This design comes from an exercise in tuning for small area, a short achievable clock period and few clock cycles on the open sky130 flow, not from production work. RTL that was checked went through simulation tests only; none was proved equivalent to the original. Power and IR drop assume default switching activity.

== build 1 ==
// xbee_core
module xbee_core (
    input  wire         clk,
    input  wire         rst,
    input  wire         transport_ok,
    input  wire         ctl_valid,
    input  wire [1:0]   ctl_op,
    input  wire         rx_valid,
    input  wire [7:0]   rx_data,
    output wire         rx_ready,
    output wire         tx_valid,
    output wire [7:0]   tx_data,
    input  wire         tx_ready,
    input  wire         cmd_valid,
    input  wire [127:0] cmd_hdr,
    output wire         cmd_ready,
    input  wire         cmd_dvalid,
    input  wire [7:0]   cmd_data,
    output wire         cmd_dready,
    output wire         resp_valid,
    output wire [35:0]  resp,
    input  wire         resp_ready,
    output wire         evt_valid,
    output wire [209:0] evt_hdr,
    input  wire         evt_ready,
    output wire         evt_dvalid,
    output wire [7:0]   evt_data,
    input  wire         evt_dready,
    output wire [31:0]  status
);
Settings: LEC_CHECK=0, CAP_MARGIN=20, CORE_MARGIN=2, CORE_UTILIZATION=45, CTS_BUF_LIST=sky130_fd_sc_hd__clkbuf_16, CTS_CLUSTER_DIAMETER=80, CTS_CLUSTER_SIZE=22, PLACE_DENSITY=0.65, SETUP_SLACK_MARGIN=4.5, SLEW_MARGIN=20; clock period 8.0 ns.
standard.sh (not shown) runs the stock make flow with config.mk's settings and CLKGATE_MAP_FILE= SYNTH_SCRIPT=/design/flow/synth_recipe.tcl, a recipe that flattens the netlist after the stock synthesis.
==> flow/flow/run.sh <==
#!/bin/bash
# The standard layout (standard.sh), with plain buf_1 cells as the
# input and output port buffers instead of the flow's default pick.
set -euo pipefail
export BUFFER_PORTS_ARGS="-buffer_cell sky130_fd_sc_hd__buf_1"
bash standard.sh > standard_make.log 2>&1
Testbench counts of build 1, summed over its fixed seeds: cycles 21,071.
--- input diff build 1..trial 33 ---
-- flow/design.v --
<<< build 1, line 471
    wire [4:0] h_nfix = (h_err == 2'd0) ? (min_len(h_type) - 5'd1) : 5'd0;
    reg         es_load, es_hdr, es_data;    
    reg         es_wait;                      
    reg         att;                          
    reg [5:0]   dcnt;                         
    reg [7:0]   dreg;
>>> trial 33, line 471
    wire [4:0] h_nfix = (h_err == 2'd0) ? (min_len(h_type) - 5'd1) : 5'd0;
    reg         es_load, es_hdr, es_data;    
    reg [5:0]   dcnt;                         
    reg [7:0]   dreg;
<<< build 1, line 485
    reg [7:0]   fixb [0:16];
    reg [4:0]   fj;                           
    wire es_idle  = !es_load && !es_hdr && !es_data && !es_wait;
    wire hdr_take = es_hdr && evt_ready;
    wire dat_take = es_data && evt_dready;
    wire ev_end   = (hdr_take && (o_dlen == 6'd0)) || (dat_take && (dcnt == 6'd1));
    wire pop      = (es_idle || ev_end) && q_ready && run;
    wire attach   = es_idle && !q_ne && run && (ps == P_BODY) && (pbad == 2'd0);
    wire avail    = (ra != wp) && !(sv && (ra + 7'd1 == wp));
    wire ld_step  = es_load && (!att || avail);
    wire pop_att  = es_wait && q_ready;
    wire pop_any  = pop || pop_att;
    wire fix_clr  = rst || pop || attach || (pop_att && (h_err != 2'd0));
    wire [6:0] wp_n  = wp + {6'd0, push};
    wire [6:0] cnt_n = wp_n - ra;
>>> trial 33, line 483
    reg [7:0]   fixb [0:16];
    reg [4:0]   fj;                           
    wire es_idle  = !es_load && !es_hdr && !es_data;
    wire hdr_take = es_hdr && evt_ready;
    wire dat_take = es_data && evt_dready;
    wire ev_end   = (hdr_take && (o_dlen == 6'd0)) || (dat_take && (dcnt == 6'd1));
    wire pop      = (es_idle || ev_end) && q_ready && run;
    wire [6:0] wp_n  = wp + {6'd0, push};
    wire [6:0] cnt_n = wp_n - ra;
<<< build 1, line 532
        end
    end
    wire [1:0] q_cnt_n = q_cnt + {1'b0, fin} - {1'b0, pop_any};
    wire       last_n  = (ps_n == P_CHK) || (ps_n == P_TYPE && plen_n == 6'd0);
    integer j;
>>> trial 33, line 524
        end
    end
    wire [1:0] q_cnt_n = q_cnt + {1'b0, fin} - {1'b0, pop};
    wire       last_n  = (ps_n == P_CHK) || (ps_n == P_TYPE && plen_n == 6'd0);
    integer j;
<<< build 1, line 552
            es_hdr  <= 1'b0;
            es_data <= 1'b0;
            es_wait <= 1'b0;
            att     <= 1'b0;
        end else begin
            wp    <= wp_n;
>>> trial 33, line 544
            es_hdr  <= 1'b0;
            es_data <= 1'b0;
        end else begin
            wp    <= wp_n;
<<< build 1, line 575
            end
            if (fin) q_wr <= ~q_wr;
            if (pop_any) q_rd <= ~q_rd;
            if (pop) begin
                ra      <= h_p + 7'd4;
>>> trial 33, line 565
            end
            if (fin) q_wr <= ~q_wr;
            if (pop) q_rd <= ~q_rd;
            if (pop) begin
                ra      <= h_p + 7'd4;
<<< build 1, line 581
                es_hdr  <= (h_nfix == 5'd0);
                es_data <= 1'b0;
            end else if (attach) begin
                ra      <= psync + 7'd4;
                att     <= 1'b1;
                es_load <= 1'b1;
            end else if (es_idle) begin
                ra <= q_ne ? h_p : psync;
            end else if (es_load) begin
                if (ld_step) begin
                    ra <= ra + 7'd1;
                    if (fj + 5'd1 == o_nfix) begin
                        es_load <= 1'b0;
                        es_hdr  <= !att;
                        es_wait <= att;
                    end
                end
            end else if (es_wait) begin
                if (pop_att) begin
                    es_wait <= 1'b0;
                    es_hdr  <= 1'b1;
                    att     <= 1'b0;
                end
            end else if (es_hdr) begin
>>> trial 33, line 571
                es_hdr  <= (h_nfix == 5'd0);
                es_data <= 1'b0;
            end else if (es_idle) begin
                ra <= q_ne ? h_p : psync;
            end else if (es_load) begin
                ra <= ra + 7'd1;
                if (fj + 5'd1 == o_nfix) begin
                    es_load <= 1'b0;
                    es_hdr  <= 1'b1;
                end
            end else if (es_hdr) begin
<<< build 1, line 640
        end
    end
    wire [7:0] fix_d = rdata & {8{!fix_clr}};
    always @(posedge clk) begin
        if (attach) begin
            o_nfix <= pmin - 5'd1;
            fj     <= 5'd0;
        end else if (pop || pop_att) begin
            o_kind <= h_kind;
            o_hid  <= h_hid;
>>> trial 33, line 617
        end
    end
    wire [7:0] fix_d = rdata & {8{!(rst || pop)}};
    always @(posedge clk) begin
        if (pop) begin
            o_kind <= h_kind;
            o_hid  <= h_hid;
<<< build 1, line 655
            o_nfix <= h_nfix;
            o_dlen <= h_dlen;
            if (pop)
                fj <= 5'd0;
            dcnt   <= h_dlen;
        end else begin
            if (ld_step) begin
                fj <= fj + 5'd1;
            end
>>> trial 33, line 629
            o_nfix <= h_nfix;
            o_dlen <= h_dlen;
            fj     <= 5'd0;
            dcnt   <= h_dlen;
        end else begin
            if (es_load) begin
                fj <= fj + 5'd1;
            end
<<< build 1, line 668
            dreg <= rdata;
        for (j = 0; j < 17; j = j + 1)
            if (fix_clr || (ld_step && fj == j))
                fixb[j] <= fix_d;
    end
>>> trial 33, line 641
            dreg <= rdata;
        for (j = 0; j < 17; j = j + 1)
            if (rst || pop || (es_load && fj == j))
                fixb[j] <= fix_d;
    end
==> comparison <==
On clock network power share: between build 1 and trial 33, it ends up higher for trial 33. Compared to build 1, trial 33 has number of placed instances, taps included 25 lower. Compared with build 1, maximum clock rate in trial 33 decreased slightly. Delta (trial 33 minus build 1): count of multi-input gates went up, first-pass GRT wire length went down, setup slack went down. From build 1 to trial 33 the numbers moved as follows: power in combinational cells down 59%, simple logic cell fraction of the synthesized area down 0.31 points. Sort build 1 and trial 33 by final RePlAce weighted congestion desc -> top: build 1. Going from build 1 to trial 33, power of the clock network shrinks by about 3%. Compared with build 1, trial 33 shows a non-filler instance count after layout that is 36 lower. | via density per instance | trial 33 vs build 1 | ≈ equal |. In the flow results for build 1 and trial 33, the fraction of the yosys area taken by sequential cells is larger on trial 33. Going from build 1 to trial 33, the multi-input gate share of the layout cell area was found to have gone down by 0.76 points.
No functional check of the RTL was part of trial 33.

-- re-timing with driven ports --
In the flow no input, the clock included, has a driving cell. The finished layouts below were timed again as built, in two steps.
Step 1 sets driving cells, clkbuf_16 on the clock port and buf_2 on the other inputs (assumed; they add their load-dependent delay and slew).
Step 2 adds t to the input delays and takes it off the output delays; t is the mean of the earliest and latest rising clock arrival at the registers after step 1. Input paths then give back, and output paths get back, about the clock's delay inside the block.
Three values: ideal, step 1, step 2; two values: the first two.
run	t, ns	setup slack, ns	clock arrival spread, ns	worst data-port slew with drivers (ns)
build 1	0.770	4.524 / 4.521 / 3.751	0.043 / 0.043	0.17
trial 33	0.750	4.456 / 4.418 / 3.668	0.034 / 0.035	0.18
After both steps setup and hold are still met in every run listed. For trial 33, which loses most, drivers alone change the setup slack by -0.038 ns; drivers and shift together by -0.788 ns.
